Background: an optimization exercise with open tools, aiming at small area, a short achievable clock period and few clock cycles per item. Do not read the settings as production practice. In this exercise RTL edits were held to simulation tests only and were not proved equivalent to the original.

Design mdb_table, start of the top module:
module mdb_table (
    input  wire         clk,
    input  wire         rst,             
    input  wire         cmd_valid,
    output wire         cmd_ready,
    input  wire [1:0]   cmd_op,          
    input  wire         cmd_cfg_valid,   
    input  wire [31:0]  arg_id,
    input  wire [31:0]  arg_pressure,
    input  wire [31:0]  arg_temp,
    input  wire [31:0]  arg_now,
    input  wire [127:0] cfg_ids,         
    output reg          done,
    output wire [3:0]   result,
    output reg  [6:0]   tblres,          
    output wire [47:0]  view,            
    input  wire [3:0]   rd_slot,
    output wire [31:0]  rd_id,
    output wire [31:0]  rd_pressure,
    output wire [31:0]  rd_temp,
    output wire [7:0]   rd_score,
    output wire [31:0]  rd_lastseen
);
Size in the first run: ~7,000 cells after synthesis, roughly 1,600 flip-flops, ~0.071 mm² of cells after synthesis.
==> flow/config.mk <==
export PLATFORM = sky130hd
export DESIGN_NAME = mdb_table
export DESIGN_NICKNAME = mdb_table
export VERILOG_FILES = /design/flow/design.v
export SDC_FILE = /design/flow/constraint.sdc
export NUM_CORES = 4
export LEC_CHECK = 0
export ABC_AREA = 1
export CAP_MARGIN = 20
export CORE_MARGIN = 2
export CORE_UTILIZATION = 62
export CTS_CLUSTER_DIAMETER = 80
export CTS_CLUSTER_SIZE = 25
export SLEW_MARGIN = 20
export TNS_END_PERCENT = 5
==> flow/constraint.sdc <==
create_clock -name core_clock -period 25.0 [get_ports {clk}]
set_input_delay 5.0000 -clock core_clock [delete_from_list [all_inputs] [get_ports {clk}]]
set_output_delay 5.0000 -clock core_clock [all_outputs]
set_load 0.01 [all_outputs]
standard.sh (not shown) runs the stock make flow with config.mk's settings and CLKGATE_MAP_FILE= SYNTH_SCRIPT=/design/flow/synth_recipe.tcl, a recipe that flattens the netlist after the stock synthesis.
==> flow/flow/run.sh <==
#!/bin/bash
# The standard layout (standard.sh), with these changes to how it is made:
#  * Yosys maps logic with ABC's area-oriented &nf mapper (flow/abc_area.script,
#    used through a copy of the ORFS scripts folder) and without the separate
#    adder-cell mapping; registers are mapped by dfflibmap before ABC exactly
#    as in the standard synthesis;
#  * port buffers are buf_1 instead of the default delay-cell buffers;
#  * timing repair is asked to keep 13 ns of setup slack, so it works on the
#    critical paths. Clock, SDC and all constraints are the design's.
# Each tool's output is in make_finish.log and the ORFS logs under orfs/logs.
set -euo pipefail
here=$(pwd)
rm -rf "$here/scripts_copy"
mkdir -p "$here/scripts_copy"
cp -r "$FLOW_HOME/scripts/." "$here/scripts_copy/"
cp "$here/flow/abc_area.script" "$here/scripts_copy/abc_area.script"
bash standard.sh SCRIPTS_DIR="$here/scripts_copy" ADDER_MAP_FILE= \
    SETUP_SLACK_MARGIN=13 \
    "BUFFER_PORTS_ARGS=-buffer_cell sky130_fd_sc_hd__buf_1" finish > "$here/make_finish.log" 2>&1
==> flow/flow/abc_area.script <==
&get -n
&st
&dch
&nf -R 1000
&st
&dch
&nf -R 1000
&put
The starting point produced a clean layout.
Testbench counts at the start, summed over its fixed seeds: cycles 8,008, items 8,000.
Next try:
--- a/flow/flow/run.sh
+++ b/flow/flow/run.sh
@@ -6,3 +6,3 @@
 #    as in the standard synthesis;
-#  * port buffers are buf_1 instead of the default delay-cell buffers;
+#  * port buffers are buf_2 instead of the default delay-cell buffers;
 #  * timing repair is asked to keep 13 ns of setup slack, so it works on the
@@ -18,2 +18,2 @@
     SETUP_SLACK_MARGIN=13 \
-    "BUFFER_PORTS_ARGS=-buffer_cell sky130_fd_sc_hd__buf_1" finish > "$here/make_finish.log" 2>&1
+    "BUFFER_PORTS_ARGS=-buffer_cell sky130_fd_sc_hd__buf_2" finish > "$here/make_finish.log" 2>&1
Result:
- The changed run finished clean
- setup slack loses 0.080 ns
- final area came out higher by 0.57%
- routed wire length came out higher by 1.1%
- register-to-register slack gains 0.15 ns
- cell count came out lower by 0.36%
- clock skew came out lower by 0.017 ns
- core utilization came out higher by 0.40 points


The RTL this note starts from:
==> flow/design.v <==
module mdb_table (
    input  wire         clk,
    input  wire         rst,             
    input  wire         cmd_valid,
    output wire         cmd_ready,
    input  wire [1:0]   cmd_op,          
    input  wire         cmd_cfg_valid,   
    input  wire [31:0]  arg_id,
    input  wire [31:0]  arg_pressure,
    input  wire [31:0]  arg_temp,
    input  wire [31:0]  arg_now,
    input  wire [127:0] cfg_ids,         
    output reg          done,
    output wire [3:0]   result,
    output reg  [6:0]   tblres,          
    output wire [47:0]  view,            
    input  wire [3:0]   rd_slot,
    output wire [31:0]  rd_id,
    output wire [31:0]  rd_pressure,
    output wire [31:0]  rd_temp,
    output wire [7:0]   rd_score,
    output wire [31:0]  rd_lastseen
);
    localparam N = 12;
    reg [31:0] s_id [0:N-1];
    reg [31:0] s_pr [0:N-1];
    reg [31:0] s_tp [0:N-1];
    reg [31:0] s_sn [0:N-1];
    reg [4:0]  s_h  [0:N-1];            
    assign cmd_ready = 1'b1;
    wire go  = cmd_valid & ~rst;
    wire op0 = go & (cmd_op == 2'd0);
    wire zid = ~|arg_id;
    wire onf = op0 & ~zid;
    wire dcy = go & (cmd_op == 2'd1);
    wire vw  = go & (cmd_op == 2'd2);
    wire apl = go & (cmd_op == 2'd3);
    wire [N-1:0] eq;
    genvar g, a, b;
    generate
        for (g = 0; g < N; g = g + 1) begin : g_eq
            assign eq[g] = (s_id[g] == arg_id);
        end
    endgenerate
    wire [3:0] cf = {eq[3] & ~eq[2] & ~eq[1] & ~eq[0], eq[2] & ~eq[1] & ~eq[0],
                     eq[1] & ~eq[0], eq[0]};
    wire cfg_hit = |eq[3:0];
    wire ext_hit = |eq[11:4];           
    wire miss    = ~cfg_hit & ~ext_hit;
    function automatic lt37(input [36:0] x, input [36:0] y);
        integer c, k;
        reg r, e;
        reg [9:0] l0, e0;
        reg [4:0] l1, e1;
        reg [2:0] l2, e2;
        reg [1:0] l3, e3;
        begin
            for (c = 0; c < 10; c = c + 1) begin
                r = 1'b0;
                e = 1'b1;
                for (k = 4 * c; k < 4 * c + 4; k = k + 1)
                    if (k < 37) begin
                        r = (~x[k] & y[k]) | (~x[k] & r) | (y[k] & r);
                        e = e & (x[k] ~^ y[k]);
                    end
                l0[c] = r;
                e0[c] = e;
            end
            for (c = 0; c < 5; c = c + 1) begin
                l1[c] = l0[2 * c + 1] | (e0[2 * c + 1] & l0[2 * c]);
                e1[c] = e0[2 * c + 1] & e0[2 * c];
            end
            for (c = 0; c < 2; c = c + 1) begin
                l2[c] = l1[2 * c + 1] | (e1[2 * c + 1] & l1[2 * c]);
                e2[c] = e1[2 * c + 1] & e1[2 * c];
            end
            l2[2] = l1[4];
            e2[2] = e1[4];
            l3[0] = l2[1] | (e2[1] & l2[0]);
            e3[0] = e2[1] & e2[0];
            l3[1] = l2[2];
            e3[1] = e2[2];
            lt37 = l3[1] | (e3[1] & l3[0]);
        end
    endfunction
    function automatic lt5(input [4:0] x, input [4:0] y);
        integer k;
        reg r;
        begin
            r = 1'b0;
            for (k = 0; k < 5; k = k + 1)
                r = (~x[k] & y[k]) | (~x[k] & r) | (y[k] & r);
            lt5 = r;
        end
    endfunction
    wire [36:0] key [0:7];
    generate
        for (g = 0; g < 8; g = g + 1) begin : g_key
            assign key[g] = {s_h[4 + g], s_sn[4 + g]};
        end
    endgenerate
    wire [3:0]  p1;
    wire [36:0] k1 [0:3];
    generate
        for (g = 0; g < 4; g = g + 1) begin : g_l1
            assign p1[g] = lt37(key[2 * g + 1], key[2 * g]);
            assign k1[g] = p1[g] ? key[2 * g + 1] : key[2 * g];
        end
    endgenerate
    wire [1:0]  p2;
    wire [36:0] k2 [0:1];
    generate
        for (g = 0; g < 2; g = g + 1) begin : g_l2
            assign p2[g] = lt37(k1[2 * g + 1], k1[2 * g]);
            assign k2[g] = p2[g] ? k1[2 * g + 1] : k1[2 * g];
        end
    endgenerate
    wire p3 = lt37(k2[1], k2[0]);
    wire       v_b1 = p3 ? p2[1] : p2[0];
    wire       v_b0 = p1[{p3, v_b1}];
    wire [2:0] v_off = {p3, v_b1, v_b0};
    wire [3:0] v_idx = {v_off[2], ~v_off[2], v_off[1:0]};
    wire [7:0] live;
    generate
        for (g = 0; g < 8; g = g + 1) begin : g_live
            assign live[g] = |s_h[4 + g];
        end
    endgenerate
    wire evict = &live;
    wire [N-1:0] upd, nw, wr, clr;
    generate
        for (g = 0; g < 4; g = g + 1) begin : g_cs
            assign upd[g] = onf & cf[g];
            assign nw[g]  = 1'b0;
            assign clr[g] = rst | apl;
        end
        for (g = 4; g < N; g = g + 1) begin : g_es
            assign upd[g] = onf & ~cfg_hit & eq[g];
            assign nw[g]  = onf & miss & (v_off == g - 4);
            assign clr[g] = rst | (dcy & ~|s_h[g][4:1]);    
        end
        for (g = 0; g < N; g = g + 1) begin : g_wr
            assign wr[g] = upd[g] | nw[g];
        end
    endgenerate
    generate
        for (g = 0; g < N; g = g + 1) begin : g_slot
            wire keep = ~wr[g] & ~clr[g];
            always @(posedge clk) begin
                s_pr[g] <= ({32{wr[g]}} & arg_pressure) | ({32{keep}} & s_pr[g]);
                s_tp[g] <= ({32{wr[g]}} & arg_temp)     | ({32{keep}} & s_tp[g]);
                s_sn[g] <= ({32{wr[g]}} & arg_now)      | ({32{keep}} & s_sn[g]);
            end
            wire [4:0] h    = s_h[g];
            wire       hmax = h[4] & h[3] & h[0];          
            wire [4:0] hinc = hmax ? h : h + 5'd1;
            wire [4:0] hdec = (h == 5'd0) ? h : h - 5'd1;
            wire       hkeep = ~upd[g] & ~nw[g] & ~dcy & ~clr[g];
            always @(posedge clk)
                s_h[g] <= ({5{upd[g]}} & hinc) | ({5{nw[g]}} & 5'd1) |
                          ({5{dcy & ~rst}} & hdec) | ({5{hkeep}} & h);
        end
        for (g = 0; g < 4; g = g + 1) begin : g_cid
            wire we   = apl & cmd_cfg_valid;
            wire keep = ~apl & ~rst;
            always @(posedge clk)
                s_id[g] <= ({32{we}} & cfg_ids[32 * g +: 32]) | ({32{keep}} & s_id[g]);
        end
        for (g = 4; g < N; g = g + 1) begin : g_eid
            wire keep = ~nw[g] & ~clr[g];
            always @(posedge clk)
                s_id[g] <= ({32{nw[g]}} & arg_id) | ({32{keep}} & s_id[g]);
        end
    endgenerate
    wire [2:0] rank [0:7];
    generate
        for (g = 0; g < 8; g = g + 1) begin : g_rank
            wire [7:0] ahead;
            for (b = 0; b < 8; b = b + 1) begin : g_b
                if (b < g)      assign ahead[b] = ~lt5(s_h[4 + b], s_h[4 + g]);
                else if (b > g) assign ahead[b] = lt5(s_h[4 + g], s_h[4 + b]);
                else            assign ahead[b] = 1'b0;
            end
            assign rank[g] = ahead[0] + ahead[1] + ahead[2] + ahead[3] +
                             ahead[4] + ahead[5] + ahead[6] + ahead[7];
        end
    endgenerate
    reg        vv;
    reg  [2:0] vj [0:7];
    generate
        for (g = 0; g < 8; g = g + 1) begin : g_view
            wire [7:0] at;
            for (a = 0; a < 8; a = a + 1) begin : g_at
                assign at[a] = (rank[a] == g);
            end
            wire [2:0] nj = {|(at & 8'hF0), |(at & 8'hCC), |(at & 8'hAA)};
            always @(posedge clk)
                vj[g] <= ({3{vw}} & nj) | ({3{~vw & ~rst}} & vj[g]);
            assign view[4 * (4 + g) +: 4] = {vj[g][2], vv & ~vj[g][2], vj[g][1:0]};
        end
    endgenerate
    assign view[15:0] = {2'b00, vv, vv, 2'b00, vv, 1'b0, 3'b000, vv, 4'b0000};
    reg rz;
    assign result = {1'b0, rz, 1'b0, rz};
    wire [3:0] hit_cfg_idx = {2'b00, cf[3] | cf[2], cf[3] | cf[1]};
    wire [3:0] hit_ext_idx = {|eq[11:8], |eq[7:4], eq[6] | eq[7] | eq[10] | eq[11],
                              eq[5] | eq[7] | eq[9] | eq[11]};
    wire [3:0] slot_idx = cfg_hit ? hit_cfg_idx : ext_hit ? hit_ext_idx : v_idx;
    wire [6:0] tb_onf   = {miss & evict, ~cfg_hit, cfg_hit | miss, slot_idx};
    always @(posedge clk) begin
        done   <= go;
        rz     <= (op0 & zid) | (~go & ~rst & rz);
        vv     <= vw | (~rst & vv);
        tblres <= ({7{onf}} & tb_onf) | ({7{~op0 & ~rst}} & tblres);
    end
    reg [31:0] r_id, r_pr, r_tp, r_sn;
    reg [7:0]  r_sc;
    integer i;
    always @(*) begin
        r_id = 32'd0; r_pr = 32'd0; r_tp = 32'd0; r_sn = 32'd0; r_sc = 8'd0;
        for (i = 0; i < N; i = i + 1) begin
            r_id = r_id | ({32{rd_slot == i}} & s_id[i]);
            r_pr = r_pr | ({32{rd_slot == i}} & s_pr[i]);
            r_tp = r_tp | ({32{rd_slot == i}} & s_tp[i]);
            r_sn = r_sn | ({32{rd_slot == i}} & s_sn[i]);
            r_sc = r_sc | ({8{rd_slot == i}}  & ({3'b000, s_h[i]} * 8'd10));
        end
    end
    assign rd_id       = r_id;
    assign rd_pressure = r_pr;
    assign rd_temp     = r_tp;
    assign rd_lastseen = r_sn;
    assign rd_score    = r_sc;
endmodule
export LEC_CHECK = 0
export ABC_AREA = 1
export CAP_MARGIN = 20
export CORE_MARGIN = 2
export CORE_UTILIZATION = 55
export SLEW_MARGIN = 20
create_clock -name core_clock -period 25.0 [get_ports {clk}]
==> flow/flow/run.sh <==
#!/bin/bash
# The standard layout (standard.sh), with three changes to how it is made:
#  * Yosys maps logic with ABC's area-oriented &nf mapper (flow/abc_area.script,
#    used through a copy of the ORFS scripts folder); registers are mapped by
#    dfflibmap before ABC exactly as in the standard synthesis;
#  * port buffers are buf_2 instead of the default delay-cell buffers;
#  * timing repair is asked to keep 13 ns of setup slack, so it works on the
#    critical paths. Clock, SDC and all constraints are the design's.
set -euo pipefail
here=$(pwd)
rm -rf "$here/scripts_copy"
mkdir -p "$here/scripts_copy"
cp -r "$FLOW_HOME/scripts/." "$here/scripts_copy/"
cp "$here/flow/abc_area.script" "$here/scripts_copy/abc_area.script"
bash standard.sh SCRIPTS_DIR="$here/scripts_copy" ABC_AREA=1 \
    SETUP_SLACK_MARGIN=13 TNS_END_PERCENT=20 \
    "BUFFER_PORTS_ARGS=-buffer_cell sky130_fd_sc_hd__buf_2" finish > "$here/make_finish.log" 2>&1
==> flow/flow/abc_area.script <==
&get -n
&st
&dch
&nf -R 1000
&put
Testbench counts at the start, summed over its fixed seeds: cycles 8,008, items 8,000.
Change:
==> flow/flow/run.sh (replaced) <==
#!/bin/bash
# The standard layout (standard.sh), with these changes to how it is made:
#  * Yosys maps logic with ABC's area-oriented &nf mapper (flow/abc_area.script,
#    used through a copy of the ORFS scripts folder) and without the separate
#    adder-cell mapping; registers are mapped by dfflibmap before ABC exactly
#    as in the standard synthesis;
#  * port buffers are buf_2 instead of the default delay-cell buffers;
#  * timing repair is asked to keep 13 ns of setup slack, so it works on the
#    critical paths. Clock, SDC and all constraints are the design's.
# Each tool's output is in make_finish.log and the ORFS logs under orfs/logs.
set -euo pipefail
here=$(pwd)
rm -rf "$here/scripts_copy"
mkdir -p "$here/scripts_copy"
cp -r "$FLOW_HOME/scripts/." "$here/scripts_copy/"
cp "$here/flow/abc_area.script" "$here/scripts_copy/abc_area.script"
bash standard.sh SCRIPTS_DIR="$here/scripts_copy" ADDER_MAP_FILE= \
    SETUP_SLACK_MARGIN=13 \
    "BUFFER_PORTS_ARGS=-buffer_cell sky130_fd_sc_hd__buf_2" finish > "$here/make_finish.log" 2>&1
--- a/flow/config.mk
+++ b/flow/config.mk
@@ -10,3 +10,6 @@
 export CORE_MARGIN = 2
-export CORE_UTILIZATION = 55
+export CORE_UTILIZATION = 62
+export CTS_CLUSTER_DIAMETER = 80
+export CTS_CLUSTER_SIZE = 25
 export SLEW_MARGIN = 20
+export TNS_END_PERCENT = 5
Critical path depth went down by 3.
Non-clock buffer count went down by 7.
Wire length went down by about 2.7%.
Global-route usage went up by 4.7 points.
Area after synthesis went down by about 3%.
Worst setup slack improved by 0.17 ns.
Maximum frequency went up by 1.4%.

-- port drivers added, routing unchanged --
Ports are ideal in the flow. The routed layouts listed here were re-timed in OpenROAD.
Step 1, drivers: a clkbuf_16 drives clk and a buf_2 each remaining input, both assumed.
Step 2 also shifts input and output timing later by t, the mid clock arrival at the registers, as if the neighbouring blocks saw the same clock.
Three values: no drivers, after step 1, after step 2; two values: the first two.
| run | t, ns | setup WS [ns] | worst setup path after step 2 | worst register clock-pin slew, ns | worst slew at a driven data input, ns |
|---|---|---|---|---|---|
| the first run of note 1 | 0.791 | 12.813 / 12.775 / 12.775 | input to output | 0.11 / 0.11 | 0.20 |
| the second run of note 1 | 0.803 | 12.733 / 12.687 / 12.687 | input to output | 0.11 / 0.11 | 0.22 |
| the first run of note 2 | 0.881 | 12.551 / 12.486 / 12.486 | input to output | 0.07 / 0.07 | 0.21 |
| the second run of note 2 | 0.801 | 12.722 / 12.681 / 12.681 | input to output | 0.11 / 0.11 | 0.20 |
After both steps setup and hold are still met in every run listed. The setup slack of the first run of note 2, which loses most, moves by -0.065 ns with the drivers and by -0.065 ns with both steps.
